This design comes from an exercise in tuning for small area on the open sky130 flow, not from production work.
The RTL was checked by simulation tests, not by an equivalence proof against the original design.
Power figures rest on the tool's default switching activity, not on a simulated workload.

**flow/config.mk**
```make
export PLATFORM = sky130hd
export DESIGN_NAME = mcar_timer
export DESIGN_NICKNAME = mcar_timer
export VERILOG_FILES = /design/flow/design.v
export SDC_FILE = /design/flow/constraint.sdc
export NUM_CORES = 4
export LEC_CHECK = 0
export CAP_MARGIN = 20
export CORE_MARGIN = 2
export CORE_UTILIZATION = 40
export SLEW_MARGIN = 20
```
**flow/constraint.sdc**
```tcl
create_clock -name core_clock -period 14.0 [get_ports {clk}]
set_input_delay 2.8000 -clock core_clock [delete_from_list [all_inputs] [get_ports {clk}]]
set_output_delay 2.8000 -clock core_clock [all_outputs]
set_load 0.01 [all_outputs]
```
**flow/design.v**
```verilog
module mcar_timer (
    input  wire        clk,
    input  wire        rst,         
    input  wire [39:0] cmd,
    input  wire        cmd_valid,
    input  wire        tick,        
    input  wire [7:0]  flag0,       
    input  wire [7:0]  flag1,       
    output wire        busy,
    output wire [7:0]  result,
    output wire [7:0]  fault,
    output wire [5:0]  pin_dir,
    output wire [5:0]  pin_out,
    output wire [7:0]  cb_out,
    output reg         cb_strobe
);
    localparam [7:0] OP_CFGNM = 8'h01, OP_DELAY = 8'h02, OP_SETCB = 8'h03,
                     OP_MINIT = 8'h04, OP_CHDIR = 8'h05, OP_SETDC = 8'h06,
                     OP_ROT   = 8'h07, OP_STOP  = 8'h08, OP_UPDSF = 8'h09;
    localparam [1:0] S_TEST = 2'd0, S_ON = 2'd1, S_LOW = 2'd2, S_OFF = 2'd3;
    reg        t_run;          
    reg [7:0]  t_k;            
    reg        t_toie;
    reg        t_tov;
    reg        ovf_pend;
    reg [15:0] need1;          
    reg [15:0] isr_cnt;
    reg [15:0] poll_left;      
    reg [1:0]  tref, mref;
    reg [7:0]  cb;
    reg        mstop;
    reg [1:0]  res;
    reg        flt;
    reg        pdir;
    reg        ena0, ena1, pwm;
    reg        dpoll_act;
    reg        setdc_act;
    reg [3:0]  on_ms;
    reg [1:0]  setdc_ph;
    reg        rot_act;
    wire stack_empty = !dpoll_act && !setdc_act && !rot_act;
    assign busy    = !stack_empty || flt;
    assign result  = {6'd0, res};
    assign fault   = {7'd0, flt};
    assign pin_dir = {6{pdir}};
    assign pin_out = {pwm, ena1 ^ pdir, ena1, pwm, ena0 ^ pdir, ena0};
    assign cb_out  = cb_strobe ? cb : 8'd0;
    wire f0_up = |flag0;
    wire f1_up = |flag1;
    wire tflag_up = tref[0] ? f0_up : f1_up;
    wire mflag_up = mref[0] ? f0_up : f1_up;
    wire [7:0]  op  = cmd[39:32];
    wire [31:0] arg = cmd[31:0];
    reg cmd_reserved;
    always @(*) begin
        case (op)
            OP_CFGNM: cmd_reserved = (arg[31:10] != 22'd0) || (arg[9:8] == 2'd3);
            OP_DELAY: cmd_reserved = 1'b0;
            OP_SETCB: cmd_reserved = (arg[31:8] != 24'd0);
            OP_MINIT: cmd_reserved = (arg[31:2] != 30'd0) || (arg[1:0] == 2'd3);
            OP_CHDIR: cmd_reserved = (arg[31:1] != 31'd0);
            OP_SETDC: cmd_reserved = (arg[31:8] != 24'd0);
            OP_ROT, OP_STOP, OP_UPDSF:
                      cmd_reserved = (arg != 32'd0);
            default:  cmd_reserved = 1'b1;
        endcase
    end
    wire [3:0] pct_div10 = arg[6:0] / 7'd10;
    wire [3:0]  off_ms  = 4'd10 - on_ms;
    wire [3:0]  sm_ms   = (setdc_ph == S_ON) ? on_ms : off_ms;
    wire [21:0] m       = stack_empty ? arg[21:0] : {18'd0, sm_ms};
    wire        plan_oor = (arg > 32'd2147450);
    wire [28:0] s     = {m, 7'd0} + {7'd0, m} + ~{5'd0, m, 2'd0};
    wire        m_zero = s[28];
    wire [15:0] plan_n1 = m_zero ? 16'd0 : s[27:12];
    wire        short = (plan_n1 == 16'd0);
    wire [11:0] qx = s[11:0] - (short ? 12'd15 : 12'd7);
    wire        q_zero = m_zero || (!short && s[11:3] == 9'd0 && s[2:0] != 3'd7);
    wire [7:0]  plan_q = q_zero ? 8'd0 : qx[11:4];
    reg        n_run, n_toie, n_tov, n_pend, n_mstop, n_flt, n_pdir;
    reg        n_ena0, n_ena1, n_pwm, n_strobe;
    reg [7:0]  n_k, n_cb;
    reg [15:0] n_need1, n_isr_cnt, n_poll_left;
    reg [1:0]  n_tref, n_mref, n_res, n_ph;
    reg [3:0]  n_on;
    reg        n_dpoll, n_setdc, n_rot;
    reg        raise_fault, start;
    always @(*) begin
        n_run       = t_run;
        n_k         = t_k;
        n_toie      = t_toie;
        n_tov       = t_tov;
        n_pend      = ovf_pend;
        n_need1     = need1;
        n_isr_cnt   = isr_cnt;
        n_poll_left = poll_left;
        n_tref      = tref;
        n_mref      = mref;
        n_cb        = cb;
        n_mstop     = mstop;
        n_res       = res;
        n_flt       = flt;
        n_pdir      = pdir;
        n_ena0      = ena0;
        n_ena1      = ena1;
        n_pwm       = pwm;
        n_strobe    = 1'b0;
        n_dpoll     = dpoll_act;
        n_setdc     = setdc_act;
        n_on        = on_ms;
        n_ph        = setdc_ph;
        n_rot       = rot_act;
        raise_fault = 1'b0;
        start       = 1'b0;
        if (flt) begin
        end else if (ovf_pend) begin
            n_pend = 1'b0;
            if (isr_cnt >= need1 || tflag_up) begin
                n_isr_cnt = 16'd0;
                n_run     = 1'b0;
                if (cb == 8'd1)
                    n_mstop = 1'b1;
                else if (cb != 8'd0)
                    n_strobe = 1'b1;
            end else begin
                n_isr_cnt = isr_cnt + 16'd1;
            end
        end else begin
            if (stack_empty) begin
                if (cmd_valid) begin
                    if (cmd_reserved) begin
                        n_res = 2'd1;
                    end else begin
                        case (op)
                            OP_CFGNM: begin
                                if (arg[7:1] != 7'd0) begin
                                    n_res = 2'd1;
                                end else begin
                                    n_toie = arg[0];
                                    n_tref = arg[9:8];
                                    n_res  = 2'd0;
                                end
                            end
                            OP_DELAY: begin
                                if (plan_oor)
                                    n_res = 2'd2;
                                else if (tref == 2'd0)
                                    raise_fault = 1'b1;
                                else if (tflag_up)
                                    n_res = 2'd3;
                                else
                                    start = 1'b1;
                            end
                            OP_SETCB: begin
                                if (arg[7:0] == 8'd0) begin
                                    n_res = 2'd1;
                                end else begin
                                    n_cb  = arg[7:0];
                                    n_res = 2'd0;
                                end
                            end
                            OP_MINIT: begin
                                n_pdir = 1'b1;
                                n_ena0 = 1'b1;
                                n_ena1 = 1'b1;
                                n_mref = arg[1:0];
                                n_cb   = 8'd1;
                                n_res  = 2'd0;
                            end
                            OP_CHDIR: begin
                                if (arg[0]) n_ena1 = !ena1;
                                else        n_ena0 = !ena0;
                                n_res = 2'd0;
                            end
                            OP_SETDC: begin
                                if (arg[7:0] > 8'd100) begin
                                    n_res = 2'd2;
                                end else begin
                                    n_setdc = 1'b1;
                                    n_on    = pct_div10;
                                    n_ph    = S_TEST;
                                end
                            end
                            OP_ROT: begin
                                if (mref == 2'd0) begin
                                    raise_fault = 1'b1;
                                end else if (mflag_up) begin
                                    n_res = 2'd3;
                                end else begin
                                    n_ena0  = !ena0;
                                    n_rot   = 1'b1;
                                    n_setdc = 1'b1;
                                    n_on    = 4'd5;
                                    n_ph    = S_TEST;
                                end
                            end
                            OP_STOP: begin
                                n_pwm   = 1'b0;
                                n_mstop = 1'b0;
                                n_res   = 2'd0;
                            end
                            OP_UPDSF: begin
                                n_mstop = 1'b1;
                                n_res   = 2'd0;
                            end
                            default: ;
                        endcase
                    end
                end
            end else if (dpoll_act) begin
                if (t_tov) begin
                    n_tov = 1'b0;
                    if (poll_left == 16'd0 || tflag_up) begin
                        n_run   = 1'b0;
                        n_dpoll = 1'b0;
                        if (!setdc_act && !rot_act) n_res = 2'd0;
                    end else begin
                        n_poll_left = poll_left - 16'd1;
                    end
                end
            end else if (setdc_act) begin
                case (setdc_ph)
                    S_TEST: begin
                        if (mref == 2'd0) begin
                            raise_fault = 1'b1;
                        end else if (!mstop && !mflag_up) begin
                            n_pwm = 1'b1;
                            n_ph  = S_ON;
                        end else begin
                            n_mstop = 1'b0;
                            n_setdc = 1'b0;
                            if (!rot_act) n_res = 2'd0;
                        end
                    end
                    S_LOW: begin
                        n_pwm = 1'b0;
                        n_ph  = S_OFF;
                    end
                    default: begin  
                        if (tref == 2'd0) begin
                            raise_fault = 1'b1;
                        end else begin
                            n_ph = setdc_ph + 2'd1;
                            if (!tflag_up) start = 1'b1;
                        end
                    end
                endcase
            end else begin
                n_ena0 = !ena0;
                n_rot  = 1'b0;
                n_res  = 2'd0;
            end
            if (start) begin
                n_need1     = plan_n1;
                n_poll_left = plan_n1;
                n_k         = plan_q;
                n_run       = 1'b1;
                n_dpoll     = 1'b1;
            end
            if (!raise_fault && tick && n_run) begin
                if (n_k == 8'd0) begin
                    n_tov = 1'b1;
                    if (t_toie) n_pend = 1'b1;
                end
                n_k = n_k - 8'd1;
            end
        end
        if (raise_fault) n_flt = 1'b1;
    end
    always @(posedge clk) begin
        if (rst) begin
            t_run     <= 1'b0;
            t_toie    <= 1'b0;
            t_tov     <= 1'b0;
            ovf_pend  <= 1'b0;
            isr_cnt   <= 16'd0;
            tref      <= 2'd0;
            mref      <= 2'd0;
            cb        <= 8'd0;
            mstop     <= 1'b0;
            res       <= 2'd0;
            flt       <= 1'b0;
            pdir      <= 1'b0;
            ena0      <= 1'b0;
            ena1      <= 1'b0;
            pwm       <= 1'b0;
            cb_strobe <= 1'b0;
            dpoll_act <= 1'b0;
            setdc_act <= 1'b0;
            rot_act   <= 1'b0;
        end else begin
            t_run     <= n_run;
            t_toie    <= n_toie;
            t_tov     <= n_tov;
            ovf_pend  <= n_pend;
            isr_cnt   <= n_isr_cnt;
            tref      <= n_tref;
            mref      <= n_mref;
            cb        <= n_cb;
            mstop     <= n_mstop;
            res       <= n_res;
            flt       <= n_flt;
            pdir      <= n_pdir;
            ena0      <= n_ena0;
            ena1      <= n_ena1;
            pwm       <= n_pwm;
            cb_strobe <= n_strobe;
            dpoll_act <= n_dpoll;
            setdc_act <= n_setdc;
            rot_act   <= n_rot;
        end
    end
    always @(posedge clk) begin
        t_k       <= n_k;
        need1     <= n_need1;
        poll_left <= n_poll_left;
        on_ms     <= n_on;
        setdc_ph  <= n_ph;
    end
endmodule
```
**flow/run.sh**
```bash
#!/bin/bash
# synth_recipe.tcl (not shown) runs the flow's synth.tcl, then flattens the netlist and writes it again
# the make line also repeats each setting of config.mk as NAME=value (left out here)
make -C /OpenROAD-flow-scripts/flow DESIGN_CONFIG=/design/flow/config.mk WORK_HOME=/design/flow/orfs CLKGATE_MAP_FILE= SYNTH_SCRIPT=/design/flow/synth_recipe.tcl finish
```
==> results of run 1 <==
[path summary, 6_finish.rpt]
| check | start | end | slack, ns | cells after the start |
|---|---|---|---|---|
| hold / removal | res[0]$_SDFFE_PP0P_ | res[0]$_SDFFE_PP0P_ | 0.46 | 2 |
| setup / recovery | cmd[0] | t_k[6]$_DFFE_PP_ | 4.50 | 24 |
| hold reg to reg | res[0]$_SDFFE_PP0P_ | res[0]$_SDFFE_PP0P_ | 0.46 | 2 |
| setup reg to reg | setdc_act$_SDFFE_PP0P_ | t_k[6]$_DFFE_PP_ | 6.41 | 24 |
[metrics by stage]
stage	hold WS [ns]	util (%)	area (µm²)	power (mW)
2_1_floorplan	0.435	-	8700	0.506
3_3_place_gp	0.447	45.4	9610	0.592
3_5_place_dp	0.458	45.4	9610	0.593
4_1_cts	0.468	46.9	9910	0.835
5_1_grt	0.483	46.9	9920	0.881
6_report	0.464	46.9	9920	0.835
[cells in the mapped netlist (16+ instances only)]
cell type / number
nor2_1: 120
nand2_1: 115
inv_1: 81
a21oi_1: 79
o21ai_0: 62
ha_1: 60
edfxtp_1: 46
dfxtp_1: 44
nand3_1: 38
clkbuf_1: 34
nor3_1: 31
xnor2_1: 31
xor2_1: 30
buf_4: 24
and3_1: 23
and2_1: 17
fa_1: 16
nor4_1: 16
o211ai_1: 16
[power by group]
group	internal (mW)	switching [mW]	total (mW)
registers	0.279	0.0000959	0.279
logic	0.115	0.198	0.313
clock network	0.126	0.117	0.243
total	0.520	0.315	0.835
[sequential cells by signal (all words and copies together), names as in the netlist, 2 cells and up]
signal     cells
on_ms          4
isr_cnt       16
tref           2
t_k            8
mref           2
res            2
need1         16
cb             8
poll_left     16
setdc_ph       2
[layer usage]
metal  vias up  global-route usage (%)  routed length, µm  share of wire [%]
met5         -                       0                  0                  0
met4         0                    5.37                381                1.6
met3        34                    3.92               1610                6.8
met2       270                    34.1              10700                 45
met1      3792                    30.3              11200                 47
li1       4049                       -                  -                  -
[final cells by class]
cell class / count / area share (%)
clock buffer: 9 / 2.27
clock inverter: 7 / 0.732
inverter: 81 / 3.07
multi-input combinational: 884 / 58.6
sequential: 90 / 22.8
tap: 275 / 3.47
timing repair buffer: 91 / 9.01
[layout by cell type (no fill, tap or decap), drive strengths merged, types with 7 or more instances in the layout]
| cell type | synthesis | layout |
|---|---|---|
| dfxtp | 44 | 44 |
| mux2i | 10 | 10 |
| edfxtp | 46 | 46 |
| nand2b | 10 | 10 |
| and3 | 23 | 23 |
| inv | 81 | 84 |
| clkdlybuf4s50 | 0 | 84 |
| or4 | 10 | 10 |
| nor4 | 17 | 17 |
| a31oi | 11 | 11 |
| xor2 | 30 | 30 |
| nand3 | 38 | 38 |
| or3 | 14 | 14 |
| a21oi | 80 | 80 |
| o21a | 11 | 11 |
| conb | 1 | 13 |
| o31ai | 13 | 13 |
| buf | 31 | 7 |
| xnor2 | 31 | 31 |
| nor3 | 32 | 32 |
| a211oi | 13 | 13 |
| ha | 60 | 60 |
| a21o | 13 | 13 |
| clkbuf | 34 | 9 |
| nand2 | 115 | 115 |
| o21ai | 65 | 65 |
| o211ai | 16 | 16 |
| and2 | 17 | 17 |
| nor2 | 120 | 120 |
| nand4 | 14 | 14 |
| fa | 16 | 16 |
| nor2b | 9 | 9 |
[logic make-up after synthesis]
kind of cell               share of synthesized area (%)
other                                             0.0433
AOI/OAI and AO/OA                                   21.5
adders and majority gates                           12.4
DFF                                                 26.1
xor gates and xnor gates                            6.17
muxes                                               1.16
buffers and inverters                               7.40
and+or+nand+nor                                     25.3
[worst reg2reg max path: cells and delay by family, from the launching register on]
kind,cells,cell delay [ns]
flops,1,0.44
compound gates,9,2.58
simple gates,9,2.48
fa+ha+maj,4,1.55
buf+inv,2,0.42
==> parameters.txt, run 1 <==
Parameter                              Value

Outcome
  Outcome  no timing/DRC/antenna violations

Logic synthesis
  Post-synthesis average cell area    approximately 7.8 µm²
  Cell taking the most area after synthesis    edfxtp_1
  Most area-consuming cells after synthesis    edfxtp_1 (16%), dfxtp_1 (10%), ha_1 (8.7%)
  Count of flip-flops with a built-in enable after synthesis    46
  Top-area cell type share of the netlist area    around 16%
  Count of different cell masters after synthesis    82
  Most frequently used flop master after synthesis    edfxtp_1
  Proportion of synthesized flip-flops having asynchronous set or reset    0%
  Flip-flop and latch count after synthesis    90
  Yosys warnings    1
  Cells after synthesis    between 1,000 and 1,500
  Part of the Yosys area used for sequential elements    a little over a quarter
  Post-synth design cell area    0.00866 mm²

Place
  Cells after DPL    between 1,000 and 1,500
  DP HPWL    around 19,000 µm
  IO buf count    84
  Worst slack at placement    approximately 4.2 ns
  Gpl congestion    0.895

Die
  Die H    between 150 and 200 µm
  Die width    151 µm
  Total Die Area    between 0.02 and 0.025 mm²
  I/O Pins    98
  Initial Util    between 40% and 50%
  Count of standard-cell rows    53
  Core region area    approximately 0.021 mm²

Job
  MaxCap Viol Count    0

Critical path
  Worst path buffer plus inverter count    2
  Stage delay of the slowest cell on the critical path    roughly 0.74 ns
  Data required time of the worst path    roughly 14 ns
  Worst Setup End Kind    register
  Classification of the worst setup path    primary input to register
  Kind of launch point of the worst setup path    primary input
  Data arrival time of the critical path    around 9.7 ns
  Cell breakdown of the critical path    clkdlybuf4s50_1 -> or4b_2 -> nand2_1 -> inv_1 -> ha_1 -> fa_1 -> a211oi_4 -> nor3_1 -> o21ai_1 -> nand2_1 -> o31a_1 -> a2111o_1 -> nor4bb_1 -> a21oi_1 -> ha_1 -> a41o_1 -> or2_2 -> and2_1 -> o31a_1 -> ha_1 -> and3_1 -> and3_1 -> o32a_1 -> nand2_1
  Biggest fanout along the worst timing path    11
  Kind of cell adding the most delay to the critical path    compound AO/OA/AOI/OAI gates
  Standard cell with the maximum stage delay on the critical path    clkdlybuf4s50_1

Drt
  Routed WL    between 20,000 and 25,000 µm
  Routed len/inst    around 17 µm
  Total DRC errors in the routed layout    0
  Vias    a little over 8,000
  Initial DRC Count    slightly above 600
  Drt first pass iters    5
  Vias per inst    between 5 and 6
  Post-detailed-route count of antenna-violating nets    0

Clocking
  Clock tree from TritonCTS    yes
  Num CTS Buffers    9
  CTS H-Tree Depth    3
  Clock insertion delay at the later pin of the skew report    0.35 ns
  Clock Sink Count    90
  Clock-pin slew on the worst setup and hold paths    0.07 ns
  Number of buffers added to fix hold violations after cts    0
  Maximum root-to-sink buffer count    2
  Number of cells upsized or downsized after cts    0
  Clock tree root driver cell    clkbuf_16
  Post-CTS setup buffers    0

Timing
  Number of pins with negative max-slew slack in the final report    0
  Clk_skew    around 0.010 ns
  Final hold vios    0
  Setup slack after layout    between 4 and 5 ns
  Final period demand of the worst path    about 9.5 ns
  Tightest Pin Transition    0.869 ns
  Sum Neg Setup Slack    0 ns
  RSZ-0062 raised after global routing    false
  Number of endpoints failing setup at the final stage    0
  Final clock period utilization by the worst path    between 60 and 70%
  Headroom to the max-slew limit    between 40% and 50%
  Max Fclk    105 MHz

Global routing
  Wire length of the first global-routing pass    39,000 µm
  Initial antenna violation count    0
  Maximum number of pins on one net before global-route repair    between 40 and 50
  Congestion Overflow GR    0
  Global-route usage over all layers    around 21%
  Number of global-route vias before repair    approximately 7,500

Min path
  Worst min path class    register to register

Finish
  Filler cell count    ~2,100
  Ratio of cells with drive above 1 in the final layout    between 4 and 5%
  Storage cell area    between 0.002 and 0.0025 mm²
  Area of the multi-input gates    ~0.0058 mm²
  Nets    about 1,300
  Final cell count without fillers    around 1,400
  Layout overhead on the synthesized area    14.5%
  Antenna diode count    0

Pwr
  Power density over the cells    roughly 84 mW/mm²
  Leakage    between 4 and 5 nW
  Peak supply drop    around 0.053 mV
==> run 2, diff against run 1 <==
--- a/flow/design.v
+++ b/flow/design.v
@@ -65,18 +65,49 @@
             default:  cmd_reserved = 1'b1;
         endcase
     end
-    wire [3:0] pct_div10 = arg[6:0] / 7'd10;
-    wire [3:0]  off_ms  = 4'd10 - on_ms;
+    reg [3:0] pct_div10;
+    always @(*) begin
+        if      (arg[6:0] < 7'd10) pct_div10 = 4'd0;
+        else if (arg[6:0] < 7'd20) pct_div10 = 4'd1;
+        else if (arg[6:0] < 7'd30) pct_div10 = 4'd2;
+        else if (arg[6:0] < 7'd40) pct_div10 = 4'd3;
+        else if (arg[6:0] < 7'd50) pct_div10 = 4'd4;
+        else if (arg[6:0] < 7'd60) pct_div10 = 4'd5;
+        else if (arg[6:0] < 7'd70) pct_div10 = 4'd6;
+        else if (arg[6:0] < 7'd80) pct_div10 = 4'd7;
+        else if (arg[6:0] < 7'd90) pct_div10 = 4'd8;
+        else if (arg[6:0] < 7'd100) pct_div10 = 4'd9;
+        else                        pct_div10 = 4'd10;
+    end
+    wire pct_oor, plan_oor;
+    mt_gtk #(.W(8),  .K(8'd100))        u_pct_oor (.a(arg[7:0]), .gt(pct_oor));
+    mt_gtk #(.W(32), .K(32'd2147450))   u_ms_oor  (.a(arg),      .gt(plan_oor));
+    wire [3:0]  off_ms;
+    mt_add #(4) u_off (.a(4'd10), .b(~on_ms), .ci(1'b1), .s(off_ms));
     wire [3:0]  sm_ms   = (setdc_ph == S_ON) ? on_ms : off_ms;
     wire [21:0] m       = stack_empty ? arg[21:0] : {18'd0, sm_ms};
-    wire        plan_oor = (arg > 32'd2147450);
-    wire [28:0] s     = {m, 7'd0} + {7'd0, m} + ~{5'd0, m, 2'd0};
-    wire        m_zero = s[28];
+    wire [28:0] px = {m, 7'd0};
+    wire [28:0] py = {7'd0, m};
+    wire [28:0] pz = ~{5'd0, m, 2'd0};
+    wire [28:0] cs_s = px ^ py ^ pz;
+    wire [28:0] cs_c = (px & py) | (px & pz) | (py & pz);
+    wire [28:0] s;
+    mt_add #(29) u_mul (.a(cs_s), .b({cs_c[27:0], 1'b0}), .ci(1'b0), .s(s));
+    wire        m_zero  = s[28];
     wire [15:0] plan_n1 = m_zero ? 16'd0 : s[27:12];
-    wire        short = (plan_n1 == 16'd0);
-    wire [11:0] qx = s[11:0] - (short ? 12'd15 : 12'd7);
-    wire        q_zero = m_zero || (!short && s[11:3] == 9'd0 && s[2:0] != 3'd7);
-    wire [7:0]  plan_q = q_zero ? 8'd0 : qx[11:4];
+    wire        short   = (s[27:12] == 16'd0);
+    wire        lo_n7   = (s[2:0] != 3'd7);
+    wire [8:0]  qx;
+    mt_add #(9) u_q (.a(s[11:3]), .b(~{7'd0, short & lo_n7, short ^ lo_n7}), .ci(1'b1), .s(qx));
+    wire        q_zero  = m_zero || (!short && s[11:3] == 9'd0 && lo_n7);
+    wire [7:0]  plan_q  = q_zero ? 8'd0 : qx[8:1];
+    wire [15:0] isr_inc;
+    wire        isr_done_cnt;
+    mt_inc #(16) u_isr_inc (.a(isr_cnt), .s(isr_inc));
+    mt_ge  #(16) u_isr_ge  (.a(isr_cnt), .b(need1), .ge(isr_done_cnt));
+    wire [15:0] poll_dec;
+    wire        poll_zero;
+    mt_dec #(16) u_poll (.a(poll_left), .d(poll_dec), .z(poll_zero));
     reg        n_run, n_toie, n_tov, n_pend, n_mstop, n_flt, n_pdir;
     reg        n_ena0, n_ena1, n_pwm, n_strobe;
     reg [7:0]  n_k, n_cb;
@@ -85,6 +116,10 @@
     reg [3:0]  n_on;
     reg        n_dpoll, n_setdc, n_rot;
     reg        raise_fault, start;
+    reg  [7:0] k_mux;
+    wire [7:0] k_dec;
+    wire       k_zero;
+    mt_dec #(8) u_k (.a(k_mux), .d(k_dec), .z(k_zero));
     always @(*) begin
         n_run       = t_run;
         n_k         = t_k;
@@ -112,10 +147,11 @@
         n_rot       = rot_act;
         raise_fault = 1'b0;
         start       = 1'b0;
+        k_mux       = t_k;
         if (flt) begin
         end else if (ovf_pend) begin
             n_pend = 1'b0;
-            if (isr_cnt >= need1 || tflag_up) begin
+            if (isr_done_cnt || tflag_up) begin
                 n_isr_cnt = 16'd0;
                 n_run     = 1'b0;
                 if (cb == 8'd1)
@@ -123,7 +159,7 @@
                 else if (cb != 8'd0)
                     n_strobe = 1'b1;
             end else begin
-                n_isr_cnt = isr_cnt + 16'd1;
+                n_isr_cnt = isr_inc;
             end
         end else begin
             if (stack_empty) begin
@@ -173,7 +209,7 @@
                                 n_res = 2'd0;
                             end
                             OP_SETDC: begin
-                                if (arg[7:0] > 8'd100) begin
+                                if (pct_oor) begin
                                     n_res = 2'd2;
                                 end else begin
                                     n_setdc = 1'b1;
@@ -210,12 +246,12 @@
             end else if (dpoll_act) begin
                 if (t_tov) begin
                     n_tov = 1'b0;
-                    if (poll_left == 16'd0 || tflag_up) begin
+                    if (poll_zero || tflag_up) begin
                         n_run   = 1'b0;
                         n_dpoll = 1'b0;
                         if (!setdc_act && !rot_act) n_res = 2'd0;
                     end else begin
-                        n_poll_left = poll_left - 16'd1;
+                        n_poll_left = poll_dec;
                     end
                 end
             end else if (setdc_act) begin
@@ -257,12 +293,13 @@
                 n_run       = 1'b1;
                 n_dpoll     = 1'b1;
             end
+            k_mux = n_k;
             if (!raise_fault && tick && n_run) begin
-                if (n_k == 8'd0) begin
+                if (k_zero) begin
                     n_tov = 1'b1;
                     if (t_toie) n_pend = 1'b1;
                 end
-                n_k = n_k - 8'd1;
+                n_k = k_dec;
             end
         end
         if (raise_fault) n_flt = 1'b1;
@@ -318,3 +355,72 @@
         setdc_ph  <= n_ph;
     end
 endmodule
+module mt_add #(parameter W = 8) (
+    input  wire [W-1:0] a,
+    input  wire [W-1:0] b,
+    input  wire         ci,
+    output wire [W-1:0] s
+);
+    wire [W:0] c;
+    assign c[0] = ci;
+    genvar i;
+    generate for (i = 0; i < W; i = i + 1) begin : g
+        assign s[i]   = a[i] ^ b[i] ^ c[i];
+        assign c[i+1] = (a[i] & b[i]) | (c[i] & (a[i] ^ b[i]));
+    end endgenerate
+endmodule
+module mt_dec #(parameter W = 8) (
+    input  wire [W-1:0] a,
+    output wire [W-1:0] d,
+    output wire         z
+);
+    wire [W:0] b;
+    assign b[0] = 1'b1;
+    genvar i;
+    generate for (i = 0; i < W; i = i + 1) begin : g
+        assign d[i]   = a[i] ^ b[i];
+        assign b[i+1] = b[i] & ~a[i];
+    end endgenerate
+    assign z = b[W];
+endmodule
+module mt_inc #(parameter W = 8) (
+    input  wire [W-1:0] a,
+    output wire [W-1:0] s
+);
+    wire [W:0] c;
+    assign c[0] = 1'b1;
+    genvar i;
+    generate for (i = 0; i < W; i = i + 1) begin : g
+        assign s[i]   = a[i] ^ c[i];
+        assign c[i+1] = c[i] & a[i];
+    end endgenerate
+endmodule
+module mt_ge #(parameter W = 8) (
+    input  wire [W-1:0] a,
+    input  wire [W-1:0] b,
+    output wire         ge
+);
+    wire [W:0] c;
+    assign c[0] = 1'b1;
+    genvar i;
+    generate for (i = 0; i < W; i = i + 1) begin : g
+        assign c[i+1] = (a[i] & ~b[i]) | (c[i] & (a[i] | ~b[i]));
+    end endgenerate
+    assign ge = c[W];
+endmodule
+module mt_gtk #(parameter W = 8, parameter [W-1:0] K = 0) (
+    input  wire [W-1:0] a,
+    output wire         gt
+);
+    wire [W:0] g;
+    assign g[0] = 1'b0;
+    genvar i;
+    generate for (i = 0; i < W; i = i + 1) begin : b
+        if (K[i]) begin : one
+            assign g[i+1] = a[i] & g[i];
+        end else begin : zero
+            assign g[i+1] = a[i] | g[i];
+        end
+    end endgenerate
+    assign gt = g[W];
+endmodule
==> run 2 against run 1 <==
Now fails the layout checks on negative setup slack; clock skew grew 0.0017 ns; combinational power shrank 34%; critical path depth grew 29; register-to-register slack lost 6.3 ns; clock power grew 2%; global-route usage shrank 0.60 points; area after synthesis shrank 14%; synthesized cell count shrank 28%; via count shrank 23%; sequential cell count is the same; non-clock buffer count grew 36; first-iteration DRC count shrank 19%; critical path type unchanged.
==> parameters.txt, run 2 <==
Parameter                              Value

Logic synthesis
  Most frequently used flop master after synthesis    edfxtp_1
  Most numerous cell in the Yosys netlist    inv_1
  Post-synthesis average cell area    9.36 µm² (+20%)
  Post-synth design cell area    0.00747 mm² (-14%)
  Cell taking the most area after synthesis    edfxtp_1
  Most area-consuming cells after synthesis    edfxtp_1 (18%), dfxtp_1 (12%), fa_1 (11%)
  Count of flip-flops with a built-in enable after synthesis    46 (unchanged)
  Cells after synthesis    798 (-28%)
  Proportion of synthesized flip-flops having asynchronous set or reset    0% (unchanged)
  Top cell types by occurrence after synthesis    inv_1 (80), nor2_1 (71), ha_1 (55), nand2_1 (47), edfxtp_1 (46)
  Top-area cell type share of the netlist area    18.5% (+2.5 points)
  Yosys warnings    1 (unchanged)
  Flip-flop and latch count after synthesis    90 (unchanged)
  Part of the Yosys area used for sequential elements    30.3% (+4.2 points)
  Count of different cell masters after synthesis    81 (-1.2%)

Die
  Die H    141 µm (-7.0%)
  Core region area    0.0181 mm² (-14%)
  Total Die Area    0.0198 mm² (-13%)
  Die width    141 µm (-7.0%)
  I/O Pins    98 (unchanged)
  Initial Util    41.1% (+0.21 points)
  Count of standard-cell rows    49 (-7.5%)

Timing
  RSZ-0062 raised after global routing    true
  Max Fclk    65.3 MHz (-38%)
  Setup slack after layout    -1.32 ns (-5.81 ns)
  Final clock period utilization by the worst path    109% (+42 points)
  Number of endpoints failing setup at the final stage    10 (+10)
  Tightest Pin Transition    1.02 ns (+0.147 ns)
  Final period demand of the worst path    15.32 ns (+5.81 ns)
  Headroom to the max-slew limit    32.0% (-9.6 points)
  Hold slack    0.478 ns (+0.0138 ns)
  Clk_skew    0.0122 ns (+0.00174 ns)
  Sum Neg Setup Slack    -8.39 ns (-8.39 ns)
  Number of pins with negative max-slew slack in the final report    0 (unchanged)
  Final hold vios    0 (unchanged)

Outcome
  Outcome    complete, but fails checks
  Failed layout checks      negative setup slack

Pwr
  Peak supply drop    0.0654 mV (+22%)
  Power density over the cells    79.3 mW/mm² (-5.8%)
  Leakage    3.61 nW (-11%)

Global routing
  Initial antenna violation count    0 (unchanged)
  Wire length of the first global-routing pass    32,800 µm (-16%)
  Number of global-route vias before repair    6,228 (-17%)
  Maximum number of pins on one net before global-route repair    35 (-20%)
  Congestion Overflow GR    0 (unchanged)
  Global-route usage over all layers    20.9% (-0.60 points)

Finish
  Antenna diode count    0 (unchanged)
  Most frequent cells in the layout    clkdlybuf4s50_1 (80), inv_1 (73), nor2_1 (64)
  Final design instance area without fill    0.00927 mm² (-6.5%)
  Nets    1,044 (-19%)
  Final cell count without fillers    1,121 (-22%)
  Ratio of cells with drive above 1 in the final layout    17.8% (+14 points)
  Leading registers by flop count    isr_cnt: 16 flops, need1: 16 flops, poll_left: 16 flops
  Most common library cell in the layout ignoring fill and taps    clkdlybuf4s50_1
  Layout overhead on the synthesized area    24.2%

Drt
  Total DRC errors in the routed layout    0 (unchanged)
  Vias    6,296 (-23%)
  Post-detailed-route count of antenna-violating nets    0 (unchanged)
  Vias per inst    5.62 (-0.91%)
  Routed WL    20,000 µm (-16%)
  Drt first pass iters    7 (+2)
  Routed len/inst    17.9 µm (+7.7%)
  Initial DRC Count    494 (-19%)

Critical path
  Data required time of the worst path    14.25 ns (+0.03 ns)
  Length in cells of the worst reg-to-reg path    56 (+130%)
  Standard cell with the maximum stage delay on the critical path    fa_1
  Endpoint of the lowest-slack register-to-register path    ovf_pend$_SDFFE_PP0N_
  Classification of the worst setup path    primary input to register
  Stage delay of the slowest cell on the critical path    0.46 ns (-0.28 ns)
  Kind of launch point of the worst setup path    primary input
  Setup slack on the worst flop-to-flop path    0.11 ns (-6.30 ns)
  Worst Setup End Kind    register
  First element of the critical path    cmd[1]
  Worst r2r src    on_ms[0]$_SDFFCE_PP1P_
  Worst setup path endpoint    ovf_pend$_SDFFE_PP0N_
  Cell seen most often among critical-path stages    fa_2
  Biggest fanout along the worst timing path    3 (-8)
  Data arrival time of the critical path    15.57 ns (+5.85 ns)

Clocking
  Clock-pin slew on the worst setup and hold paths    0.07 ns (about the same)
  Num CTS Buffers    9 (unchanged)
  Clock tree from TritonCTS    yes
  Clock insertion delay at the later pin of the skew report    0.35 ns (about the same)
  Maximum root-to-sink buffer count    2 (unchanged)
  Clock Sink Count    90 (unchanged)
  CTS H-Tree Depth    3 (unchanged)
  Clock tree root driver cell    clkbuf_16

Place
  Worst slack at placement    -2.22 ns (-6.45 ns)
  DP HPWL    15,900 µm (-17%)
  Placed inst area    0.00884 mm² (-8.0%)
  Cells after DPL    1,100 (-23%)
  IO buf count    84 (unchanged)
  Gpl congestion    0.936 (+4.5%)

Min path
  Worst min path class    register to register

Job
  MaxCap Viol Count    0 (unchanged)
run 2: cell type report:
| class | instances | area (µm²) |
|---|---|---|
| Clock buffer | 11 | 253 |
| Tap cell | 229 | 287 |
| Inverter | 81 | 304 |
| Multi-Input combinational cell | 578 | 4960 |
| Fill cell | 1618 | 8880 |
| Clock inverter | 5 | 45.0 |
| Sequential cell | 90 | 2260 |
| Timing Repair Buffer | 127 | 1160 |
run 2: worst min path at each step:
stage,slack [ns],cells after the start,startpoint,endpoint
after floorplan,0.45,2,cb[1]$_SDFFE_PP0P_,cb[1]$_SDFFE_PP0P_
after global placement,0.46,2,pwm$_SDFFE_PP0P_,pwm$_SDFFE_PP0P_
after detailed placement,0.47,2,res[1]$_SDFFE_PP0P_,res[1]$_SDFFE_PP0P_
after CTS,0.48,2,res[1]$_SDFFE_PP0P_,res[1]$_SDFFE_PP0P_
after global routing,0.51,2,res[1]$_SDFFE_PP0P_,res[1]$_SDFFE_PP0P_
final,0.48,2,res[1]$_SDFFE_PP0P_,res[1]$_SDFFE_PP0P_
run 2: layer usage:
layer | global-route usage, % | wire (µm) | vias up | part of all wire (%)
li1 | - | - | 2982 | -
met1 | 30.1 | 9480 | 3119 | 47
met2 | 33.3 | 9320 | 179 | 47
met3 | 2.65 | 979 | 16 | 4.9
met4 | 5.58 | 235 | 0 | 1.2
met5 | 0 | 0 | - | 0
run 2: repair_timing:
item / CTS / global route
endpoints found under the setup margin: 10 / 10
endpoints found under the hold margin: 0 / 0
pin swaps: 10 / 3
resized for setup: 32 / 6
hold buffers: 0 / 0
buffers inserted: 5 / 0
run 2: where the power goes:
group          switching (mW)  total (mW)  internal, mW  leakage, nW
registers            0.000127       0.279         0.279        0.813
logic                   0.111       0.208        0.0969         2.65
clock network           0.115       0.248         0.133        0.144
run 2: kinds of logic (layout without fill, tap and decap cells):
family                   after synthesis  in the layout  synth area share (%)
AO/OA/AOI/OAI                        146            146                  14.2
buffers and inverters                142            224                  8.73
adder cells (fa/ha/maj)               99             99                  20.7
flip-flops                            90             90                  30.3
XOR/XNOR                               7              7                 0.821
AND/OR/NAND/NOR                      279            279                  20.5
multiplexers                          34             34                  4.64
other                                  1             13                0.0502
run 2: through the flow:
step | utilization (%) | power (mW)
6_report | 51.1 | 0.735
5_1_grt | 51.1 | 0.774
4_1_cts | 50.9 | 0.739
3_5_place_dp | 48.7 | 0.480
3_3_place_gp | 48.7 | 0.474
2_1_floorplan | - | 0.412
run 2: critical path: cells and delay by family:
| kind | cells | cell delay [ns] |
|---|---|---|
| buf+inv | 8 | 0.52 |
| compound gates | 2 | 0.37 |
| fa+ha+maj | 36 | 10.63 |
| mux | 1 | 0.08 |
| simple gates | 6 | 1.13 |
==> run 3, diff against run 2 <==
--- a/flow/design.v
+++ b/flow/design.v
@@ -93,9 +93,9 @@
     wire [28:0] cs_c = (px & py) | (px & pz) | (py & pz);
     wire [28:0] s;
     mt_add #(29) u_mul (.a(cs_s), .b({cs_c[27:0], 1'b0}), .ci(1'b0), .s(s));
-    wire        m_zero  = s[28];
+    wire        m_zero  = (m == 22'd0);
+    wire        short   = (m[21:6] == 16'd0) && (!m[5] || m[4:0] == 5'd0);
     wire [15:0] plan_n1 = m_zero ? 16'd0 : s[27:12];
-    wire        short   = (s[27:12] == 16'd0);
     wire        lo_n7   = (s[2:0] != 3'd7);
     wire [8:0]  qx;
     mt_add #(9) u_q (.a(s[11:3]), .b(~{7'd0, short & lo_n7, short ^ lo_n7}), .ci(1'b1), .s(qx));
@@ -103,11 +103,11 @@
     wire [7:0]  plan_q  = q_zero ? 8'd0 : qx[8:1];
     wire [15:0] isr_inc;
     wire        isr_done_cnt;
-    mt_inc #(16) u_isr_inc (.a(isr_cnt), .s(isr_inc));
+    mt_inc #(16) u_isr_inc (.a(isr_cnt), .s(isr_inc), .co());
     mt_ge  #(16) u_isr_ge  (.a(isr_cnt), .b(need1), .ge(isr_done_cnt));
     wire [15:0] poll_dec;
     wire        poll_zero;
-    mt_dec #(16) u_poll (.a(poll_left), .d(poll_dec), .z(poll_zero));
+    mt_inc #(16) u_poll (.a(poll_left), .s(poll_dec), .co(poll_zero));
     reg        n_run, n_toie, n_tov, n_pend, n_mstop, n_flt, n_pdir;
     reg        n_ena0, n_ena1, n_pwm, n_strobe;
     reg [7:0]  n_k, n_cb;
@@ -119,7 +119,7 @@
     reg  [7:0] k_mux;
     wire [7:0] k_dec;
     wire       k_zero;
-    mt_dec #(8) u_k (.a(k_mux), .d(k_dec), .z(k_zero));
+    mt_inc #(8) u_k (.a(k_mux), .s(k_dec), .co(k_zero));
     always @(*) begin
         n_run       = t_run;
         n_k         = t_k;
@@ -288,8 +288,8 @@
             end
             if (start) begin
                 n_need1     = plan_n1;
-                n_poll_left = plan_n1;
-                n_k         = plan_q;
+                n_poll_left = ~plan_n1;
+                n_k         = ~plan_q;
                 n_run       = 1'b1;
                 n_dpoll     = 1'b1;
             end
@@ -385,7 +385,8 @@
 endmodule
 module mt_inc #(parameter W = 8) (
     input  wire [W-1:0] a,
-    output wire [W-1:0] s
+    output wire [W-1:0] s,
+    output wire         co
 );
     wire [W:0] c;
     assign c[0] = 1'b1;
@@ -394,6 +395,7 @@
         assign s[i]   = a[i] ^ c[i];
         assign c[i+1] = c[i] & a[i];
     end endgenerate
+    assign co = c[W];
 endmodule
 module mt_ge #(parameter W = 8) (
     input  wire [W-1:0] a,
==> run 3 against run 2 <==
Now clean on timing, DRC and antenna; sequential power hardly changed; area after synthesis is 4.3% lower; power fell by 5.8%; combinational power down 21%; sequential cell count did not move; first-iteration DRC count shrank 24%; critical path type unchanged; highest routed layer unchanged.
==> parameters.txt, run 3 <==
Parameter                              Value

Outcome
  Outcome  no timing/DRC/antenna violations

Clocking
  Number of buffers added to fix hold violations after cts    0 (unchanged)
  Maximum root-to-sink buffer count    2 (unchanged)
  Clock insertion delay at the later pin of the skew report    0.36 ns (about the same)
  Clock Sink Count    90 (unchanged)
  Clock-pin slew on the worst setup and hold paths    0.07 ns (about the same)
  Num CTS Buffers    9 (unchanged)
  CTS H-Tree Depth    3 (unchanged)
  Clock tree root driver cell    clkbuf_16
  Clock tree from TritonCTS    yes

Place
  IO buf count    84 (unchanged)
  Gpl congestion    0.881 (-5.9%)
  Worst slack at placement    -0.749 ns (+1.47 ns)
  Placed inst area    0.00819 mm² (-7.4%)
  DP HPWL    15,500 µm (-2.3%)
  Cells after DPL    1,065 (-3.2%)

Timing
  Number of endpoints failing setup at the final stage    0 (-10)
  RSZ-0062 raised after global routing    false
  Clk_skew    0.0120 ns (-0.000236 ns)
  Final period demand of the worst path    13.63 ns (-1.68 ns)
  Setup slack after layout    0.367 ns (+1.68 ns)
  Hold slack    0.468 ns (-0.0107 ns)
  Sum Neg Setup Slack    0 ns (+8.39 ns)
  Final hold vios    0 (unchanged)
  Number of pins with negative max-slew slack in the final report    0 (unchanged)
  Headroom to the max-slew limit    25.8% (-6.2 points)
  Max Fclk    73.4 MHz (+12%)
  Tightest Pin Transition    1.10 ns (+0.0872 ns)
  Final clock period utilization by the worst path    97.4% (-12 points)

Pwr
  Relative contribution of the clock network to total power    35.8% (+2.0 points)
  Peak supply drop    0.0562 mV (-14%)
  Logic pwr share    23.7% (-4.6 points)
  Power density over the cells    81.1 mW/mm² (+2.3%)
  Leakage    3.28 nW (-9.3%)
  Sequential cell fraction of total power    40.5% (+2.5 points)
  Total power of the final layout    0.693 mW (-5.8%)
  P_int    0.482 mW (-5.4%)
  Switching power as a share of total power    30.5% (-0.28 points)
  Net switching power    0.211 mW (-6.6%)

Min path
  Worst min path class    register to register

Drt
  Vias per inst    5.47 (-2.6%)
  Routed len/inst    17.8 µm (-0.28%)
  Routed WL    19,300 µm (-3.7%)
  Total DRC errors in the routed layout    0 (unchanged)
  Drt first pass iters    4 (-3)
  Vias    5,919 (-6.0%)
  Post-detailed-route count of antenna-violating nets    0 (unchanged)
  Initial DRC Count    375 (-24%)

Logic synthesis
  Post-synth design cell area    0.00714 mm² (-4.3%)
  Part of the Yosys area used for sequential elements    31.7% (+1.4 points)
  Most frequently used flop master after synthesis    edfxtp_1
  Yosys warnings    1 (unchanged)
  Top cell types by occurrence after synthesis    inv_1 (71), nor2_1 (69), ha_1 (56), nand2_1 (55), edfxtp_1 (46)
  Cells after synthesis    779 (-2.4%)
  Count of flip-flops with a built-in enable after synthesis    46 (unchanged)
  Most numerous cell in the Yosys netlist    inv_1
  Cell taking the most area after synthesis    edfxtp_1
  Flip-flop and latch count after synthesis    90 (unchanged)
  Count of different cell masters after synthesis    64 (-21%)
  Post-synthesis average cell area    9.17 µm² (-2.0%)
  Proportion of synthesized flip-flops having asynchronous set or reset    0% (unchanged)
  Most area-consuming cells after synthesis    edfxtp_1 (19%), dfxtp_1 (12%), fa_1 (11%)
  Top-area cell type share of the netlist area    19.3% (+0.84 points)

Job
  MaxCap Viol Count    0 (unchanged)

Critical path
  Data arrival time of the critical path    13.72 ns (-1.85 ns)
  Standard cell with the maximum stage delay on the critical path    clkdlybuf4s50_1
  Classification of the worst setup path    primary input to register
  Stage delay of the slowest cell on the critical path    0.45 ns (about the same)
  Kind of launch point of the worst setup path    primary input
  Worst Setup End Kind    register
  Biggest fanout along the worst timing path    2 (-1)
  Data required time of the worst path    14.09 ns (-0.16 ns)
  Cell seen most often among critical-path stages    fa_2

Die
  I/O Pins    98 (unchanged)
  Die H    138 µm (-2.1%)
  Initial Util    41.2% (about the same)
  Total Die Area    0.0189 mm² (-4.2%)
  Core region area    0.0174 mm² (-4.4%)
  Count of standard-cell rows    48 (-2.0%)
  Die width    138 µm (-2.1%)

Global routing
  Wire length of the first global-routing pass    30,600 µm (-6.6%)
  Initial antenna violation count    0 (unchanged)
  Maximum number of pins on one net before global-route repair    44 (+26%)
  Global-route usage over all layers    21.2% (+0.34 points)
  Number of global-route vias before repair    5,770 (-7.4%)
  Congestion Overflow GR    0 (unchanged)

Finish
  Antenna diode count    0 (unchanged)
  Final cell count without fillers    1,082 (-3.5%)
  Leading registers by flop count    isr_cnt: 16 flops, need1: 16 flops, poll_left: 16 flops
  Layout overhead on the synthesized area    19.5%
  Nets    1,009 (-3.4%)
  Most common library cell in the layout ignoring fill and taps    clkdlybuf4s50_1
  Final design instance area without fill    0.00854 mm² (-7.9%)
  Most frequent cells in the layout    clkdlybuf4s50_1 (84), inv_1 (71), nor2_1 (68)
  Filler cell count    1,595 (-1.4%)
  Ratio of cells with drive above 1 in the final layout    8.17% (-9.7 points)
  Final core utilization    49.2% (-1.9 points)
run 3: changes by cell type in the layout (fill, tap and decap cells not counted), sizes merged, moves of 9 or more:
| cell | change |
|---|---|
| a21oi | -9 |
| a22o | +14 |
| a32o | -14 |
| buf | -23 |
| inv | -9 |
| mux2i | -15 |
| nand2b | -11 |
| o22ai | +9 |
run 3: power by group through the flow:
stage / logic (mW) / clock network, mW / registers, mW
after floorplan: 0.0984 / 0 / 0.287
after global routing: 0.186 / 0.264 / 0.281
after global placement: 0.156 / 0 / 0.287
final: 0.164 / 0.248 / 0.281
after CTS: 0.164 / 0.255 / 0.281
after detailed placement: 0.161 / 0 / 0.287
run 3: worst paths after layout:
kind                     startpoint                 endpoint  slack [ns]  depth (start not counted)
max reg2reg  dpoll_act$_SDFFE_PP0P_  poll_left[15]$_DFFE_PP_        2.30                         36
max                          cmd[1]  poll_left[15]$_DFFE_PP_        0.37                         36
min reg2reg     res[1]$_SDFFE_PP0P_      res[1]$_SDFFE_PP0P_        0.47                          2
min             res[1]$_SDFFE_PP0P_      res[1]$_SDFFE_PP0P_        0.47                          2
run 3: what timing repair did:
item / CTS / global route
endpoints found under the hold margin: 0 / 0
resized for setup: 7 / 7
endpoints found under the setup margin: 5 / 5
buffers inserted: 1 / 0
pin swaps: 0 / 2
run 3: cell type report:
type,instances,area (µm²),share of cell area (%)
inverters,71,267,3.12
well taps,225,282,3.30
flip-flops and latches,90,2260,26.5
repair buffers,107,1010,11.9
clock buffers,9,225,2.64
clock inverters,7,81.3,0.953
multi-input cells,573,4410,51.6
run 3: logic make-up (layout without fill, tap and decap cells):
kind of cell / after synthesis / in the layout / synth area share, %
XOR/XNOR: 9 / 9 / 1.10
multiplexers: 17 / 17 / 2.38
adder cells (fa/ha/maj): 101 / 101 / 21.9
AO/OA/AOI/OAI: 159 / 159 / 15.0
buffers and inverters: 128 / 194 / 8.20
flip-flops: 90 / 90 / 31.7
other: 1 / 13 / 0.0525
AND/OR/NAND/NOR: 274 / 274 / 19.7
run 3: metal layers:
metal | GRT usage, % | routed length (µm) | up-vias
met4 | 6.59 | 306 | 0
li1 | - | - | 2887
met3 | 3.16 | 1020 | 21
met1 | 31.1 | 9190 | 2846
met5 | 0 | 0 | -
met2 | 32.2 | 8740 | 165
run 3: worst max-delay path, delay by kind of cell:
kind                       cells  cell delay, ns
xor gates and xnor gates       1            0.14
and+or+nand+nor                2            0.60
AOI/OAI and AO/OA              2            0.17
buffers and inverters          6            0.83
adders and majority gates     25            9.17
==> run 4, diff against run 3 <==
==> flow/flow/run.sh (new file) <==
#!/bin/bash
# Standard ORFS layout (the standard.sh, standard synthesis unchanged) with two
# changes: the port buffers use the smallest buffer cell, and CTS inserts no dummy loads.
set -euo pipefail
export BUFFER_PORTS_ARGS="-buffer_cell sky130_fd_sc_hd__buf_1"
export CTS_ARGS="-sink_clustering_enable -repair_clock_nets -dont_use_dummy_load"
bash standard.sh finish > standard_flow.log 2>&1
==> flow/standard.sh (new file) <==
#!/bin/bash
# synth_recipe.tcl (not shown) runs the flow's synth.tcl, then flattens the netlist and writes it again
# the make line also repeats each setting of config.mk as NAME=value (left out here)
make -C /OpenROAD-flow-scripts/flow DESIGN_CONFIG=/design/flow/config.mk WORK_HOME=/design/flow/orfs CLKGATE_MAP_FILE= SYNTH_SCRIPT=/design/flow/synth_recipe.tcl "${@:-finish}"
--- a/flow/config.mk
+++ b/flow/config.mk
@@ -8,4 +8,5 @@
 export CAP_MARGIN = 20
 export CORE_MARGIN = 2
 export CORE_UTILIZATION = 40
+export CTS_BUF_LIST = sky130_fd_sc_hd__clkbuf_4 sky130_fd_sc_hd__clkbuf_8
 export SLEW_MARGIN = 20
removed: flow/run.sh
==> run 4 against run 3 <==
Via count shrank 0.96%; sequential power is essentially flat; clock power down 17%; still clean; global-route usage is 1.8 points lower; largest cell class unchanged; design area down 7.4%; critical path type unchanged.
==> parameters.txt, run 4 <==
Parameter                              Value

Timing
  Final period demand of the worst path    13.60 ns (-0.0330 ns)
  Number of endpoints failing setup at the final stage    0 (unchanged)
  Sum Neg Setup Slack    0 ns (unchanged)
  Final clock period utilization by the worst path    97.1% (-0.24 points)
  Headroom to the max-slew limit    33.0% (+7.2 points)
  Clk_skew    0.0215 ns (+0.00950 ns)
  Hold slack    0.470 ns (+0.00278 ns)
  Final hold vios    0 (unchanged)
  RSZ-0062 raised after global routing    false
  Tightest Pin Transition    0.996 ns (-0.107 ns)
  Number of pins with negative max-slew slack in the final report    0 (unchanged)
  Max Fclk    73.5 MHz (+0.24%)

Clocking
  Num CTS Buffers    9 (unchanged)
  CTS H-Tree Depth    3 (unchanged)
  Clock-pin slew on the worst setup and hold paths    0.05 ns (-0.02 ns)
  Clock insertion delay at the later pin of the skew report    0.35 ns (about the same)
  Clock tree from TritonCTS    yes
  Maximum root-to-sink buffer count    2 (unchanged)
  Clock Sink Count    90 (unchanged)
  Clock tree root driver cell    clkbuf_16

Pwr
  Total power of the final layout    0.637 mW (-8.1%)
  Power density over the cells    80.5 mW/mm² (-0.74%)
  Peak supply drop    0.0530 mV (-5.7%)
  Leakage    3.02 nW (-7.8%)

Logic synthesis
  Proportion of synthesized flip-flops having asynchronous set or reset    0% (unchanged)
  Count of flip-flops with a built-in enable after synthesis    46 (unchanged)
  Top-area cell type share of the netlist area    19.3% (unchanged)
  Most frequently used flop master after synthesis    edfxtp_1
  Post-synthesis average cell area    9.17 µm² (unchanged)
  Post-synth design cell area    0.00714 mm² (unchanged)
  Top cell types by occurrence after synthesis    inv_1 (71), nor2_1 (69), ha_1 (56), nand2_1 (55), edfxtp_1 (46)
  Cell taking the most area after synthesis    edfxtp_1
  Most numerous cell in the Yosys netlist    inv_1
  Flip-flop and latch count after synthesis    90 (unchanged)
  Count of different cell masters after synthesis    64 (unchanged)
  Yosys warnings    1 (unchanged)
  Part of the Yosys area used for sequential elements    31.7% (unchanged)
  Most area-consuming cells after synthesis    edfxtp_1 (19%), dfxtp_1 (12%), fa_1 (11%)
  Cells after synthesis    779 (unchanged)

Critical path
  Cell seen most often among critical-path stages    fa_1
  Standard cell with the maximum stage delay on the critical path    fa_1
  Kind of launch point of the worst setup path    primary input
  Worst Setup End Kind    register
  Biggest fanout along the worst timing path    2 (unchanged)
  Data arrival time of the critical path    13.67 ns (-0.05 ns)
  Data required time of the worst path    14.07 ns (-0.02 ns)
  Stage delay of the slowest cell on the critical path    0.48 ns (+0.03 ns)
  Kind of cell adding the most delay to the critical path    adder cells
  Worst path buffer plus inverter count    6 (unchanged)
  Classification of the worst setup path    primary input to register

Die
  Initial Util    41.2% (unchanged)
  Core region area    0.0174 mm² (unchanged)
  Count of standard-cell rows    48 (unchanged)
  Die H    138 µm (unchanged)
  Die width    138 µm (unchanged)
  I/O Pins    98 (unchanged)
  Total Die Area    0.0189 mm² (unchanged)

Finish
  Antenna diode count    0 (unchanged)
  Ratio of cells with drive above 1 in the final layout    6.48% (-1.7 points)
  Final cell count without fillers    1,074 (-0.74%)
  Leading registers by flop count    isr_cnt: 16 flops, need1: 16 flops, poll_left: 16 flops
  Filler cell count    1,712 (+7.3%)
  Final design instance area without fill    0.00791 mm² (-7.4%)
  Most common library cell in the layout ignoring fill and taps    buf_1
  Nets    1,008 (-0.099%)
  Layout overhead on the synthesized area    10.6%
  Most frequent cells in the layout    buf_1 (84), inv_1 (71), nor2_1 (68)

Drt
  Total DRC errors in the routed layout    0 (unchanged)
  Vias per inst    5.46 (-0.23%)
  Vias    5,862 (-0.96%)
  Drt first pass iters    5 (+1)
  Post-detailed-route count of antenna-violating nets    0 (unchanged)
  Routed len/inst    16.5 µm (-7.3%)
  Initial DRC Count    533 (+42%)
  Routed WL    17,700 µm (-8.0%)

Global routing
  Wire length of the first global-routing pass    28,100 µm (-8.1%)
  Congestion Overflow GR    0 (unchanged)
  Number of global-route vias before repair    5,290 (-8.3%)
  Maximum number of pins on one net before global-route repair    44 (unchanged)
  Global-route usage over all layers    19.4% (-1.8 points)
  Initial antenna violation count    0 (unchanged)

Min path
  Worst min path class    register to register

Place
  Gpl congestion    0.902 (+2.4%)
  DP HPWL    13,900 µm (-10%)
  IO buf count    84 (unchanged)
  Cells after DPL    1,064 (-0.094%)
  Placed inst area    0.00765 mm² (-6.5%)

Job
  MaxCap Viol Count    0 (unchanged)

Outcome
  Outcome  no timing/DRC/antenna violations
==> run 4: path summary, 6_finish.rpt <==
kind	cells past startpoint	to	slack [ns]	startpoint
setup / recovery	36	poll_left[15]$_DFFE_PP_	0.40	cmd[1]
hold / removal	2	res[0]$_SDFFE_PP0P_	0.47	res[0]$_SDFFE_PP0P_
setup reg to reg	35	poll_left[15]$_DFFE_PP_	1.88	dpoll_act$_SDFFE_PP0P_
hold reg to reg	2	res[0]$_SDFFE_PP0P_	0.47	res[0]$_SDFFE_PP0P_
==> run 4: power breakdown <==
part           total (mW)  internal (mW)  switching, mW
logic               0.149         0.0604         0.0883
clock network       0.207          0.113         0.0937
registers           0.281          0.281       0.000100
==> run 4: kinds of logic (layout without fill, tap and decap cells) <==
group           Yosys count  in the layout  share of synthesized area, %
fa+ha+maj               101            101                          21.9
other cells               1             13                        0.0525
mux                      17             17                          2.38
simple gates            274            274                          19.7
xor+xnor                  9              9                          1.10
compound gates          159            159                          15.0
buf+inv                 128            186                          8.20
flops                    90             90                          31.7
==> run 4: through the flow <==
stage               setup WS (ns)  util (%)
floorplan                  0.0197         -
global placement           -0.248      44.1
detailed placement         -0.340      44.1
CTS                        0.0150      45.4
global route               0.0458      45.5
finish                      0.400      45.5
==> run 4: cell type report <==
type                       count  area (µm²)  area share (%)
clock buffer                   9         225            2.85
multi-input combinational    573        4390            55.5
timing repair buffer         106         480            6.08
inverter                      71         267            3.37
sequential                    90        2260            28.6
tap                          225         282            3.56
==> run 4: worst reg2reg max path, delay by kind of cell (launching register included) <==
| kind | cells | cell delay [ns] |
|---|---|---|
| muxes | 1 | 0.30 |
| AOI/OAI and AO/OA | 1 | 0.08 |
| buffers and inverters | 4 | 0.25 |
| adders and majority gates | 26 | 9.79 |
| DFF | 1 | 0.66 |
| and+or+nand+nor | 2 | 0.62 |
| xor gates and xnor gates | 1 | 0.13 |
==> run 4: repair_timing <==
action                                  in CTS  in global routing
gates resized for setup                      0                  7
hold buffers                                 0                  0
endpoints found under the setup margin       0                  5
buffers inserted                             0                  1
==> run 4: metal layers <==
layer	track usage, %	part of all wire (%)	vias up
li1	-	-	2882
met1	30.0	49	2784
met2	26.7	42	174
met3	4.30	6.9	22
met4	5.38	1.5	0
met5	0	0	-
==> run 5, diff against run 4 <==
--- a/flow/config.mk
+++ b/flow/config.mk
@@ -8,5 +8,4 @@
 export CAP_MARGIN = 20
 export CORE_MARGIN = 2
 export CORE_UTILIZATION = 40
-export CTS_BUF_LIST = sky130_fd_sc_hd__clkbuf_4 sky130_fd_sc_hd__clkbuf_8
 export SLEW_MARGIN = 20
==> run 5 against run 4 <==
Still clean on timing, DRC and antenna; sequential cell count did not move; combinational power barely moved; worst setup slack did not move; area after synthesis did not move; non-clock buffer count did not move.
==> parameters.txt, run 5 <==
Parameter                              Value

Outcome
  Outcome  no timing/DRC/antenna violations

Finish
  Leading registers by flop count    isr_cnt: 16 flops, need1: 16 flops, poll_left: 16 flops
  Final design instance area without fill    0.00791 mm² (unchanged)
  Ratio of cells with drive above 1 in the final layout    6.48% (unchanged)
  Layout overhead on the synthesized area    10.6% (unchanged)
  Antenna diode count    0 (unchanged)
  Most common library cell in the layout ignoring fill and taps    buf_1
  Final cell count without fillers    1,074 (unchanged)
  Nets    1,008 (unchanged)
  Most frequent cells in the layout    buf_1 (84), inv_1 (71), nor2_1 (68)

Timing
  Tightest Pin Transition    0.996 ns (unchanged)
  Sum Neg Setup Slack    0 ns (unchanged)
  RSZ-0062 raised after global routing    false
  Clk_skew    0.0215 ns (unchanged)
  Number of pins with negative max-slew slack in the final report    0 (unchanged)
  Final hold vios    0 (unchanged)
  Number of endpoints failing setup at the final stage    0 (unchanged)
  Final clock period utilization by the worst path    97.1% (unchanged)
  Setup slack after layout    0.400 ns (unchanged)
  Headroom to the max-slew limit    33.0% (unchanged)
  Final period demand of the worst path    13.60 ns (unchanged)
  Max Fclk    73.5 MHz (unchanged)

Logic synthesis
  Top-area cell type share of the netlist area    19.3% (unchanged)
  Cell taking the most area after synthesis    edfxtp_1
  Post-synthesis average cell area    9.17 µm² (unchanged)
  Flip-flop and latch count after synthesis    90 (unchanged)
  Yosys warnings    1 (unchanged)
  Most area-consuming cells after synthesis    edfxtp_1 (19%), dfxtp_1 (12%), fa_1 (11%)
  Top cell types by occurrence after synthesis    inv_1 (71), nor2_1 (69), ha_1 (56), nand2_1 (55), edfxtp_1 (46)
  Count of different cell masters after synthesis    64 (unchanged)
  Count of flip-flops with a built-in enable after synthesis    46 (unchanged)
  Cells after synthesis    779 (unchanged)
  Part of the Yosys area used for sequential elements    31.7% (unchanged)
  Most frequently used flop master after synthesis    edfxtp_1
  Proportion of synthesized flip-flops having asynchronous set or reset    0% (unchanged)
  Most numerous cell in the Yosys netlist    inv_1
  Post-synth design cell area    0.00714 mm² (unchanged)

Clocking
  Maximum root-to-sink buffer count    2 (unchanged)
  Clock tree root driver cell    clkbuf_16
  CTS H-Tree Depth    3 (unchanged)
  Clock Sink Count    90 (unchanged)
  Num CTS Buffers    9 (unchanged)
  Clock tree from TritonCTS    yes
  Clock-pin slew on the worst setup and hold paths    0.05 ns (about the same)
  Clock insertion delay at the later pin of the skew report    0.35 ns (about the same)

Place
  Cells after DPL    1,064 (unchanged)
  Worst slack at placement    -0.340 ns (unchanged)
  Gpl congestion    0.902 (unchanged)
  Placed inst area    0.00765 mm² (unchanged)
  IO buf count    84 (unchanged)
  DP HPWL    13,900 µm (unchanged)

Global routing
  Initial antenna violation count    0 (unchanged)
  Global-route usage over all layers    19.4% (unchanged)
  Maximum number of pins on one net before global-route repair    44 (unchanged)
  Number of global-route vias before repair    5,290 (unchanged)
  Congestion Overflow GR    0 (unchanged)
  Wire length of the first global-routing pass    28,100 µm (unchanged)

Critical path
  Classification of the worst setup path    primary input to register
  Standard cell with the maximum stage delay on the critical path    fa_1
  Worst path buffer plus inverter count    6 (unchanged)
  Setup slack on the worst flop-to-flop path    1.88 ns (about the same)
  Worst r2r src    dpoll_act$_SDFFE_PP0P_
  Cell seen most often among critical-path stages    fa_1
  Data arrival time of the critical path    13.67 ns (about the same)
  First element of the critical path    cmd[1]
  Kind of launch point of the worst setup path    primary input
  Worst Setup End Kind    register
  Stage delay of the slowest cell on the critical path    0.48 ns (about the same)
  Kind of cell adding the most delay to the critical path    adder cells
  Biggest fanout along the worst timing path    2 (unchanged)
  Number of gates on the worst path with buffers counted    36 (unchanged)
  Length in cells of the worst reg-to-reg path    35 (unchanged)
  Data required time of the worst path    14.07 ns (about the same)
  Endpoint of the lowest-slack register-to-register path    poll_left[15]$_DFFE_PP_
  Worst setup path endpoint    poll_left[15]$_DFFE_PP_

Die
  Die width    138 µm (unchanged)
  Total Die Area    0.0189 mm² (unchanged)
  Core region area    0.0174 mm² (unchanged)
  Initial Util    41.2% (unchanged)
  Count of standard-cell rows    48 (unchanged)
  I/O Pins    98 (unchanged)
  Die H    138 µm (unchanged)

Pwr
  Peak supply drop    0.0530 mV (unchanged)
  Leakage    3.02 nW (unchanged)
  Power density over the cells    80.5 mW/mm² (unchanged)
  Total power of the final layout    0.637 mW (unchanged)

Drt
  Total DRC errors in the routed layout    0 (unchanged)
  Initial DRC Count    533 (unchanged)
  Vias    5,862 (unchanged)
  Routed WL    17,700 µm (unchanged)
  Routed len/inst    16.5 µm (unchanged)
  Post-detailed-route count of antenna-violating nets    0 (unchanged)
  Drt first pass iters    5 (unchanged)
  Vias per inst    5.46 (unchanged)

Min path
  Worst min path class    register to register

Job
  MaxCap Viol Count    0 (unchanged)
run 5: cell counts after synthesis:
Identical to the previous run, type by type.
run 5: area by class of cell:
class / instances / area, µm²
flip-flops and latches: 90 / 2260
multi-input cells: 573 / 4390
well taps: 225 / 282
fillers: 1712 / 9450
inverters: 71 / 267
clock buffers: 9 / 225
repair buffers: 106 / 480
run 5: cells by family (layout without fill, tap and decap cells):
group	Yosys count	after routing	share of synthesized area, %
buf+inv	128	186	8.20
compound gates	159	159	15.0
flops	90	90	31.7
simple gates	274	274	19.7
xor+xnor	9	9	1.10
other cells	1	13	0.0525
fa+ha+maj	101	101	21.9
mux	17	17	2.38
run 5: how the worst min path moves through the flow:
stage | start | end | slack [ns] | cells past startpoint
floorplan | cb[6]$_SDFFE_PP0P_ | cb[6]$_SDFFE_PP0P_ | 0.44 | 2
global placement | res[1]$_SDFFE_PP0P_ | res[1]$_SDFFE_PP0P_ | 0.46 | 2
detailed placement | res[0]$_SDFFE_PP0P_ | res[0]$_SDFFE_PP0P_ | 0.46 | 2
CTS | res[0]$_SDFFE_PP0P_ | res[0]$_SDFFE_PP0P_ | 0.47 | 2
global route | cb[7]$_SDFFE_PP0P_ | cb[7]$_SDFFE_PP0P_ | 0.49 | 2
finish | res[0]$_SDFFE_PP0P_ | res[0]$_SDFFE_PP0P_ | 0.47 | 2
run 5: worst register-to-register path: cells and delay by family (launching register included):
family,cells,cell delay (ns)
simple gates,2,0.62
fa+ha+maj,26,9.79
buf+inv,4,0.25
flops,1,0.66
xor+xnor,1,0.13
mux,1,0.30
compound gates,1,0.08
run 5: per-layer routing:
metal  up-vias  routed length, µm  global-route usage (%)
li1       2882                  -                       -
met3        22               1230                    4.30
met5         -                  0                       0
met2       174               7500                    26.7
met4         0                257                    5.38
met1      2784               8730                    30.0
run 5: power by group:
| part | total [mW] | internal [mW] | switching, mW | leakage, nW |
|---|---|---|---|---|
| Combinational | 0.149 | 0.0604 | 0.0883 | 2.19 |
| Clock | 0.207 | 0.113 | 0.0937 | 0.111 |
| Sequential | 0.281 | 0.281 | 0.000100 | 0.717 |
| Total | 0.637 | 0.455 | 0.182 | 3.02 |
run 5: timing repair:
action | in CTS | in global routing
gates resized for setup | 0 | 7
buffers inserted | 0 | 1
setup endpoints to repair | 0 | 5
hold endpoints to repair | 0 | 0
hold buffers | 0 | 0
run 5: per-stage QoR:
step	hold slack, ns	util (%)
6_report	0.470	45.5
5_1_grt	0.495	45.5
4_1_cts	0.471	45.4
3_5_place_dp	0.462	44.1
3_3_place_gp	0.457	44.1
2_1_floorplan	0.439	-

[port drivers added, routing unchanged]
Ports are ideal in the flow. The routed layouts listed here were re-timed in OpenROAD. Step 1, drivers: a clkbuf_16 drives clk and a buf_2 each remaining input, both assumed. Step 2 moves the port delays by t, midway between the first and last clock arrival at a register: inputs arrive t later, outputs are due t later. That takes back most of the time a late clock gives input paths. a / b / c = ideal ports / drivers / drivers and shift; a / b = the first two.
run	t (ns)	slack for setup (ns)	worst setup path at the end	worst register clock-pin slew, ns
run 1	0.390	4.496 / 4.519 / 4.129	input to register	0.07 / 0.07
run 2	0.392	-1.318 / -1.307 / -1.699	input to register	0.07 / 0.07
run 3	0.396	0.367 / 0.385 / -0.011	input to register	0.08 / 0.08
run 4	0.386	0.400 / 0.420 / 0.034	input to register	0.07 / 0.07
run 5	0.386	0.400 / 0.420 / 0.034	input to register	0.07 / 0.07
With both steps, setup timing fails in run 3, where it was met with ideal ports. For run 2, which loses most, drivers alone change the setup slack by +0.011 ns; drivers and shift together by -0.381 ns.
